This design comes from an exercise in tuning for small area on the open sky130 flow, not from production work.
RTL that was checked went through simulation tests only; none was proved equivalent to the original.
Power is estimated from default activity; no workload was simulated.

==> inputs of violet <==
==> flow/design.v <==
module vcpu_core (
    input  wire        clk,
    input  wire        rst,
    input  wire [31:0] prog_len,
    input  wire        terminate,
    output wire        imem_req,
    output wire [31:0] imem_addr,
    input  wire        imem_ack,
    input  wire [31:0] imem_rdata,
    output wire        dmem_req,
    output wire        dmem_we,
    output wire [1:0]  dmem_size,
    output wire [31:0] dmem_addr,
    output wire [31:0] dmem_wdata,
    input  wire        dmem_ack,
    input  wire        dmem_err,
    input  wire [31:0] dmem_rdata,
    output reg         retire_valid,
    output wire [31:0] retire_pc,
    output wire [4:0]  retire_rd,
    output wire [31:0] retire_wdata,
    output reg         stopped,
    output wire [3:0]  exit_code,
    output wire [31:0] pc
);
    localparam [2:0] S_INIT   = 3'd0,    
                     S_FETCH  = 3'd1,
                     S_WAIT   = 3'd2,    
                     S_PRE    = 3'd3,
                     S_STEP   = 3'd4,
                     S_MEM    = 3'd5,
                     S_COMMIT = 3'd6,
                     S_STOP   = 3'd7;
    reg [2:0]  state;
    reg [4:0]  cnt;
    reg        flag;     
    reg [31:0] ir;
    reg [31:0] P;        
    reg [31:0] MA;       
    reg [31:0] MD;       
    reg [31:0] ACC;      
    reg [3:0]  xc;       
    reg        sa, sb;   
    reg        cond;     
    reg        fbad;     
    reg        fwrap;    
    reg        mis;      
    reg        c1, e1, c2, c3, e3, c4, nA, nB;
    wire st_init   = (state == S_INIT);
    wire st_fetch  = (state == S_FETCH);
    wire st_wait   = (state == S_WAIT);
    wire st_pre    = (state == S_PRE);
    wire st_step   = (state == S_STEP);
    wire st_mem    = (state == S_MEM);
    wire st_commit = (state == S_COMMIT);
    wire c0   = (cnt == 5'd0);
    wire last = (cnt == 5'd31);
    wire [5:0]  op    = ir[31:26];
    wire [4:0]  f_rd  = ir[25:21];
    wire [4:0]  f_rs  = ir[20:16];
    wire [4:0]  f_rs2 = ir[15:11];
    wire [10:0] fn    = ir[10:0];
    wire [4:0]  f5    = fn[4:0];
    wire rform  = (op == 6'h00);
    wire fz     = rform && (fn[10:5] == 6'd0);
    wire c_radd = fz && (f5[4:1] == 4'd0);
    wire c_sub  = fz && (f5 == 5'h01);
    wire c_mul  = fz && (f5 == 5'h02);
    wire c_div  = fz && (f5[4:2] == 3'd1);
    wire c_rlog = fz && (f5[4:2] == 3'd2);
    wire c_rslt = fz && (f5[4:1] == 4'd6);
    wire c_rsh  = fz && (f5[4:2] == 3'd4) && (f5[1:0] != 2'd3);
    wire c_jalr = fz && (f5 == 5'h18);
    wire c_addi = (op == 6'h01);
    wire c_islt = (op[5:1] == 5'b00001);
    wire c_ilog = (op == 6'h04) || (op == 6'h05) || (op == 6'h06);
    wire c_lui  = (op == 6'h07);
    wire c_ish  = (op == 6'h08) || (op == 6'h09) || (op == 6'h0A);
    wire c_load = (op == 6'h10) || (op == 6'h11) || (op == 6'h12) ||
                  (op == 6'h14) || (op == 6'h15);
    wire c_store= (op == 6'h18) || (op == 6'h19) || (op == 6'h1A);
    wire c_br   = (op[5:3] == 3'b100) && (op[2:1] != 2'b11);
    wire c_j    = (op[5:1] == 5'b11000);
    wire c_jal  = (op == 6'h31);
    wire c_halt = (op == 6'h3F);
    wire c_add  = c_radd || c_addi;
    wire c_log  = c_rlog || c_ilog;
    wire c_slt  = c_rslt || c_islt;
    wire c_sh   = c_rsh  || c_ish;
    wire valid  = c_add || c_log || c_slt || c_sh || c_lui || c_mul || c_div ||
                  c_jalr || c_load || c_store || c_br || c_j || c_halt;
    wire wr     = c_add || c_log || c_slt || c_sh || c_lui || c_mul || c_div ||
                  c_load || c_jal || c_jalr;
    wire [1:0] sel2 = rform ? fn[1:0] : op[1:0];
    wire       sgn  = ~fn[0];            
    wire       stopc = (xc != 4'd0);
    wire       wr_ok = wr && (!stopc || c_jal || c_jalr);
    wire [4:0] waddr = c_jal ? 5'd31 : f_rd;
    wire        wbit;
    wire        rf_we = st_commit && wr_ok;
    wire        wdat  = wbit && !st_init;
    wire [31:0] q0;
    assign q0[0] = 1'b0;
    wire [3:0] wlo = {4{st_init}} | ({4{rf_we}} & (4'b0001 << waddr[1:0]));
    wire [7:0] whi = {8{st_init}} | (8'b00000001 << waddr[4:2]);
    genvar g;
    generate
        for (g = 1; g < 32; g = g + 1) begin : R
            reg [31:0] q;
            wire we = wlo[g % 4] & whi[g / 4];
            always @(posedge clk)
                q <= {we ? wdat : q[0], q[31:1]};
            assign q0[g] = q[0];
        end
    endgenerate
    wire [4:0] rb_addr = rform ? f_rs2 : f_rd;
    wire ra = q0[f_rs];
    wire rb = q0[rb_addr];
    wire [4:0] ish   = (c_br || c_j) ? 5'd2 : c_lui ? 5'd16 : 5'd0;
    wire [4:0] ik    = cnt - ish;
    wire       under = (cnt < ish);
    wire [4:0] ilim  = c_j ? 5'd25 : 5'd15;
    wire       iover = (ik > ilim);
    wire       isgn  = c_j ? ir[25] : ir[15];
    wire [25:0] imm26 = ir[25:0];
    wire       immbit = under ? 1'b0 : iover ? (isgn && !c_ilog) : imm26[ik];
    wire opb = rform ? rb : immbit;
    wire x1   = c_br ? rb : ra;
    wire y1   = c_br ? ra : opb;
    wire inv1 = c_br || c_slt || c_sub;
    wire y1i  = y1 ^ inv1;
    wire c1e  = c0 ? inv1 : c1;
    wire sum1 = x1 ^ y1i ^ c1e;
    wire c1n  = (x1 & y1i) | (x1 & c1e) | (y1i & c1e);
    wire e1n  = (c0 | e1) & ~(x1 ^ y1);
    wire ltu  = ~c1n;
    wire lts  = (x1 ^ y1) ? x1 : ltu;
    wire slt_signed = rform ? ~fn[0] : ~op[0];
    wire condv = c_slt ? (slt_signed ? lts : ltu) :
                 (((op[2:1] == 2'd0) ? e1n : (op[2:1] == 2'd1) ? lts : ltu) ^ op[0]);
    wire b2    = (c_br && (st_pre || cond)) ? immbit : (cnt == 5'd2);
    wire c2e   = ~c0 & c2;
    wire pcsum = P[0] ^ b2 ^ c2e;
    wire c2n   = (P[0] & b2) | (P[0] & c2e) | (b2 & c2e);
    wire npc = st_init ? 1'b0 :
               stopc   ? P[0] :
               c_j     ? immbit :
               c_jalr  ? ra :
               (c_br && cond) ? pcsum :
               fwrap   ? 1'b0 : pcsum;
    wire c4e = (cnt == 5'd2) | ((cnt > 5'd2) & c4);
    wire n4  = npc ^ c4e;
    wire c4n = npc & c4e;
    wire tgt = c_j ? immbit : c_jalr ? ra : pcsum;
    wire x3  = st_pre ? tgt : n4;
    wire lb  = prog_len[cnt];
    wire c3e = c0 | c3;
    wire c3n = (x3 & ~lb) | (x3 & c3e) | (~lb & c3e);
    wire e3n = (c0 | e3) & ~(x3 ^ lb);
    wire nf_bad  = c4n | (c3n & ~e3n);
    wire nf_wrap = c4n | c3n;
    wire xa    = st_commit ? (fn[1] ? ACC[0] : MD[0]) : ra;
    wire nega  = sgn & (st_commit ? (fn[1] ? sa : (sa ^ sb)) : sa);
    wire nAe   = ~c0 & nA;
    wire outA  = xa ^ (nega & nAe);
    wire nBe   = ~c0 & nB;
    wire outB  = rb ^ (sgn & sb & nBe);
    wire dz    = ~(nBe | rb);
    wire [4:0] sam   = rform ? f_rs2 : ir[4:0];
    wire       sll   = (sel2 == 2'd0);
    wire       uselo = sll || (sam == 5'd0);
    wire [4:0] sk    = uselo ? ~sam : (sam - 5'd1);
    wire       sinv  = sel2[1] & sa;
    wire       shres = (uselo ? ACC[0] : MD[0]) ^ sinv;
    wire lres = (sel2 == 2'd0) ? (ra & opb) :
                (sel2 == 2'd1) ? (ra | opb) :
                (sel2 == 2'd2) ? (ra ^ opb) : ~(ra | opb);
    assign wbit = c_add  ? sum1 :
                  c_log  ? lres :
                  c_slt  ? (c0 & cond) :
                  c_lui  ? immbit :
                  c_sh   ? shres :
                  c_mul  ? ACC[0] :
                  c_div  ? outA :
                  c_load ? ldbit : pcsum;
    wire [31:0] xs  = {ACC[30:0], c_div & MD[31]};
    wire        bb  = c_sh ? (cnt == sk) : MD[31];
    wire [31:0] ys  = c_div ? ~MA : (bb ? MA : 32'd0);
    wire [32:0] ss  = {1'b0, xs} + {1'b0, ys} + {32'd0, c_div};
    wire        sge = ACC[31] | ss[32];
    wire ld_in  = op[1] || (op[0] ? ~cnt[4] : (cnt[4:3] == 2'd0));
    wire ldbit  = ld_in ? MD[0] : (~op[2] & sa);
    wire ld_sg  = (cnt == {1'b0, op[0], 3'b111});
    wire jge   = c3n;
    wire jmp   = c_j || c_jalr || (c_br && condv);
    wire [3:0] xc_pre = c_halt ? 4'd1 :
                        !valid ? 4'd7 :
                        (c_div && dz) ? 4'd3 :
                        (c_jalr && mis) ? 4'd5 :
                        (jmp && jge) ? 4'd6 : 4'd0;
    assign imem_req     = (st_fetch && !fbad) || (st_init && !flag);
    assign imem_addr    = P;
    assign dmem_req     = st_mem;
    assign dmem_we      = c_store;
    assign dmem_size    = {op[1], op[0] & ~op[1]};
    assign dmem_addr    = MA;
    assign dmem_wdata   = MD;
    assign retire_pc    = MA;
    assign retire_wdata = MD;
    assign retire_rd    = wr_ok ? waddr : 5'd0;
    assign exit_code    = xc;
    assign pc           = P;
    always @(posedge clk) begin
        c1 <= c1n;  e1 <= e1n;
        c2 <= c2n;
        c3 <= c3n;  e3 <= e3n;
        c4 <= c4n;
        nA <= nAe | xa;
        nB <= nBe | rb;
    end
    always @(posedge clk) begin
        if (rst) begin
            state        <= S_INIT;
            cnt          <= 5'd0;
            flag         <= 1'b0;
            P            <= 32'd0;
            stopped      <= 1'b0;
            retire_valid <= 1'b0;
        end else begin
            cnt          <= cnt + 5'd1;
            retire_valid <= 1'b0;
            if (st_pre)
                P <= {P[0], P[31:1]};
            else if (st_commit)
                P <= {npc, P[31:1]};
            if (st_commit)
                MA <= {P[0], MA[31:1]};
            else if (st_pre)
                MA <= {c_mul ? ra : c_sh ? (ra ^ sinv) : c_div ? outB : sum1, MA[31:1]};
            if (st_commit)
                MD <= {wbit, MD[31:1]};
            else if (st_pre)
                MD <= {c_div ? outA : rb, MD[31:1]};
            else if (st_step)
                MD <= {MD[30:0], c_div ? sge : ACC[31]};
            else if (st_mem && dmem_ack && !dmem_err && c_load)
                MD <= dmem_rdata;
            if (st_step)
                ACC <= (~c_div | sge) ? ss[31:0] : xs;
            else
                ACC <= {~st_pre & ACC[0], ACC[31:1]};
            if (st_commit && c_load && ld_sg)
                sa <= MD[0];
            if (st_pre && c0)
                mis <= ra;
            else if (st_pre && cnt == 5'd1)
                mis <= mis | ra;
            case (state)
            S_INIT: begin
                if (imem_req && imem_ack) begin
                    ir   <= imem_rdata;
                    flag <= 1'b1;
                end
                if (last) begin
                    fbad  <= nf_bad;
                    fwrap <= nf_wrap;
                    sa    <= 1'b0;
                    sb    <= 1'b0;
                    if (terminate) begin
                        xc      <= 4'd2;
                        stopped <= 1'b1;
                        state   <= S_STOP;
                    end else if (nf_bad) begin
                        xc      <= 4'd8;
                        stopped <= 1'b1;
                        state   <= S_STOP;
                    end else if (flag || imem_ack) begin
                        state   <= S_PRE;
                    end else begin
                        state   <= S_FETCH;
                    end
                end
            end
            S_FETCH: begin
                if (terminate) begin
                    xc      <= 4'd2;
                    stopped <= 1'b1;
                    state   <= S_STOP;
                end else if (fbad) begin
                    xc      <= 4'd8;
                    stopped <= 1'b1;
                    state   <= S_STOP;
                end else if (imem_ack) begin
                    ir    <= imem_rdata;
                    flag  <= 1'b0;
                    state <= S_WAIT;
                end
            end
            S_WAIT: begin
                if (last) begin
                    if (!flag) begin
                        sa <= ra;
                        sb <= rb;
                    end
                    state <= flag ? S_COMMIT : S_PRE;
                end
            end
            S_PRE: begin
                if (last) begin
                    xc   <= xc_pre;
                    cond <= condv;
                    if (c_rsh)
                        ir[15:11] <= MD[5:1];
                    if (c_mul || c_sh || (c_div && !dz))
                        state <= S_STEP;
                    else if (c_load || c_store)
                        state <= S_MEM;
                    else
                        state <= S_COMMIT;
                end
            end
            S_STEP: begin
                if (last)
                    state <= S_COMMIT;
            end
            S_MEM: begin
                if (dmem_ack) begin
                    if (dmem_err)
                        xc <= 4'd4;
                    flag  <= 1'b1;
                    state <= S_WAIT;
                end
            end
            S_COMMIT: begin
                if (last) begin
                    retire_valid <= 1'b1;
                    fbad  <= nf_bad;
                    fwrap <= nf_wrap;
                    if (stopc) begin
                        stopped <= 1'b1;
                        state   <= S_STOP;
                    end else begin
                        state   <= S_FETCH;
                    end
                end
            end
            default: ;
            endcase
        end
    end
endmodule
==> flow/flow/run.sh <==
#!/bin/bash
# Standard ORFS layout, with two changes: the port buffers are buf_1 cells,
# and clock tree synthesis adds no dummy loads.
set -euo pipefail
export BUFFER_PORTS_ARGS="-buffer_cell sky130_fd_sc_hd__buf_1"
export CTS_ARGS="-sink_clustering_enable -repair_clock_nets -dont_use_dummy_load -buf_list sky130_fd_sc_hd__clkbuf_16 -sink_clustering_size 32 -sink_clustering_max_diameter 60"
bash standard.sh finish > standard_flow.log 2>&1
==> flow/standard.sh <==
#!/bin/bash
# synth_recipe.tcl (not shown) runs the flow's synth.tcl, then flattens the netlist and writes it again
# the make line also repeats each setting of config.mk as NAME=value (left out here)
make -C /OpenROAD-flow-scripts/flow DESIGN_CONFIG=/design/flow/config.mk WORK_HOME=/design/flow/orfs CLKGATE_MAP_FILE= SYNTH_SCRIPT=/design/flow/synth_recipe.tcl "${@:-finish}"
==> flow/config.mk <==
export PLATFORM = sky130hd
export DESIGN_NAME = vcpu_core
export DESIGN_NICKNAME = vcpu_core
export VERILOG_FILES = /design/flow/design.v
export SDC_FILE = /design/flow/constraint.sdc
export NUM_CORES = 4
export LEC_CHECK = 0
export CAP_MARGIN = 20
export CORE_MARGIN = 2
export CORE_UTILIZATION = 60
export SLEW_MARGIN = 20
==> flow/constraint.sdc <==
create_clock -name core_clock -period 12.0 [get_ports {clk}]
set_input_delay 2.4000 -clock core_clock [delete_from_list [all_inputs] [get_ports {clk}]]
set_output_delay 2.4000 -clock core_clock [all_outputs]
set_load 0.01 [all_outputs]
==> inputs of indigo, as changes to violet <==
--- a/flow/design.v
+++ b/flow/design.v
@@ -47,3 +47,4 @@
     reg        mis;      
-    reg        c1, e1, c2, c3, e3, c4, nA, nB;
+    reg        c1, e1, c2, c3, e3, c4, nA, nB, cr;
+    reg        rs;       
     wire st_init   = (state == S_INIT);
@@ -161,3 +162,7 @@
     wire nf_wrap = c4n | c3n;
-    wire xa    = st_commit ? (fn[1] ? ACC[0] : MD[0]) : ra;
+    wire cre    = ~c0 & cr;
+    wire cry    = rs & MA[0];
+    wire rembit = ACC[0] ^ cry ^ cre;
+    wire crn    = (ACC[0] & cry) | (ACC[0] & cre) | (cry & cre);
+    wire xa    = st_commit ? (fn[1] ? rembit : MD[0]) : ra;
     wire nega  = sgn & (st_commit ? (fn[1] ? sa : (sa ^ sb)) : sa);
@@ -187,5 +192,6 @@
     wire        bb  = c_sh ? (cnt == sk) : MD[31];
-    wire [31:0] ys  = c_div ? ~MA : (bb ? MA : 32'd0);
-    wire [32:0] ss  = {1'b0, xs} + {1'b0, ys} + {32'd0, c_div};
-    wire        sge = ACC[31] | ss[32];
+    wire        dsub = c_div & ~rs;
+    wire [31:0] ys  = c_div ? (MA ^ {32{dsub}}) : (bb ? MA : 32'd0);
+    wire [32:0] ss  = {1'b0, xs} + {1'b0, ys} + {32'd0, dsub};
+    wire        rsn = ACC[31] ^ dsub ^ ss[32];
     wire ld_in  = op[1] || (op[0] ? ~cnt[4] : (cnt[4:3] == 2'd0));
@@ -218,2 +224,3 @@
         nA <= nAe | xa;
+        cr <= crn;
         nB <= nBe | rb;
@@ -244,7 +251,11 @@
             else if (st_step)
-                MD <= {MD[30:0], c_div ? sge : ACC[31]};
+                MD <= {MD[30:0], c_div ? ~rsn : ACC[31]};
             else if (st_mem && dmem_ack && !dmem_err && c_load)
                 MD <= dmem_rdata;
+            if (st_pre)
+                rs <= 1'b0;
+            else if (st_step)
+                rs <= rsn;
             if (st_step)
-                ACC <= (~c_div | sge) ? ss[31:0] : xs;
+                ACC <= ss[31:0];
             else
==> flow/flow/run.sh (replaced) <==
#!/bin/bash
# Standard ORFS layout, with two changes: the port buffers are buf_1 cells,
# and clock tree synthesis adds no dummy loads.
set -euo pipefail
export BUFFER_PORTS_ARGS="-buffer_cell sky130_fd_sc_hd__buf_1"
export CTS_ARGS="-sink_clustering_enable -repair_clock_nets -dont_use_dummy_load -buf_list sky130_fd_sc_hd__clkbuf_8 -sink_clustering_size 18 -sink_clustering_max_diameter 60"
bash standard.sh finish > standard_flow.log 2>&1
--- a/flow/config.mk
+++ b/flow/config.mk
@@ -7,2 +7,3 @@
 export LEC_CHECK = 0
+export ABC_AREA = 1
 export CAP_MARGIN = 20
==> notes <==
In violet the final cell count is smaller than in indigo, by about 7.5%. In combinational power, indigo is at 8.1 times the value of violet. In indigo the sequential share of layout area is higher than in violet, by 1.2 points. In violet the power is smaller than in indigo, by 32%. In violet the design area is higher than in indigo, by about 1.5%.
==> figures <==
Clock insertion delay at the later pin of the skew report: violet 0.64 ns; indigo 0.69 ns
Signal inverters: violet 33; indigo 180
Multi-input gate share of total cell area: violet 21.0%; indigo 19.0%
Portion of total power attributed to sequential cells: violet 65.5%; indigo 62.4%
Initial DRC Count: violet 1282; indigo 1335
Total Routing Usage GR: violet 21.3%; indigo 24.8%
Number of placed instances, taps included: violet 3465; indigo 3729
Maximum number of pins on one net before global-route repair: violet 95; indigo 72
DP Wirelength: violet 42000 um; indigo 50800 um
Number of multi-input combinational cells: violet 1166; indigo 1294
Result of the run: violet no timing/DRC/antenna violations; indigo no timing/DRC/antenna violations
The RTL of violet was laid out without a check of its function.

==> port drivers added, routing unchanged <==
In the flow no input, the clock included, has a driving cell. The finished layouts below were timed again as built, in two steps. Step 1 (the two cells are an assumption about what drives the block):
set clk [get_ports {clk}]
set_driving_cell -lib_cell sky130_fd_sc_hd__clkbuf_16 $clk
set_driving_cell -lib_cell sky130_fd_sc_hd__buf_2 [delete_from_list [all_inputs] $clk]
Step 2 adds t to the input delays and takes it off the output delays; t is the mean of the earliest and latest rising clock arrival at the registers after step 1. Input paths then give back, and output paths get back, about the clock's delay inside the block. Slacks: ideal ports / drivers / drivers and shift; pairs: ideal ports / drivers.
run | t (ns) | setup WS [ns] | worst hold slack (ns) | slew at the worst register clock pin (ns)
violet | 0.662 | 4.278 / 4.278 / 4.278 | 0.241 / 0.241 / 0.241 | 0.11 / 0.11
indigo | 0.707 | 5.302 / 5.302 / 5.302 | 0.302 / 0.302 / 0.302 | 0.11 / 0.11
After both steps every run listed still meets setup and hold.
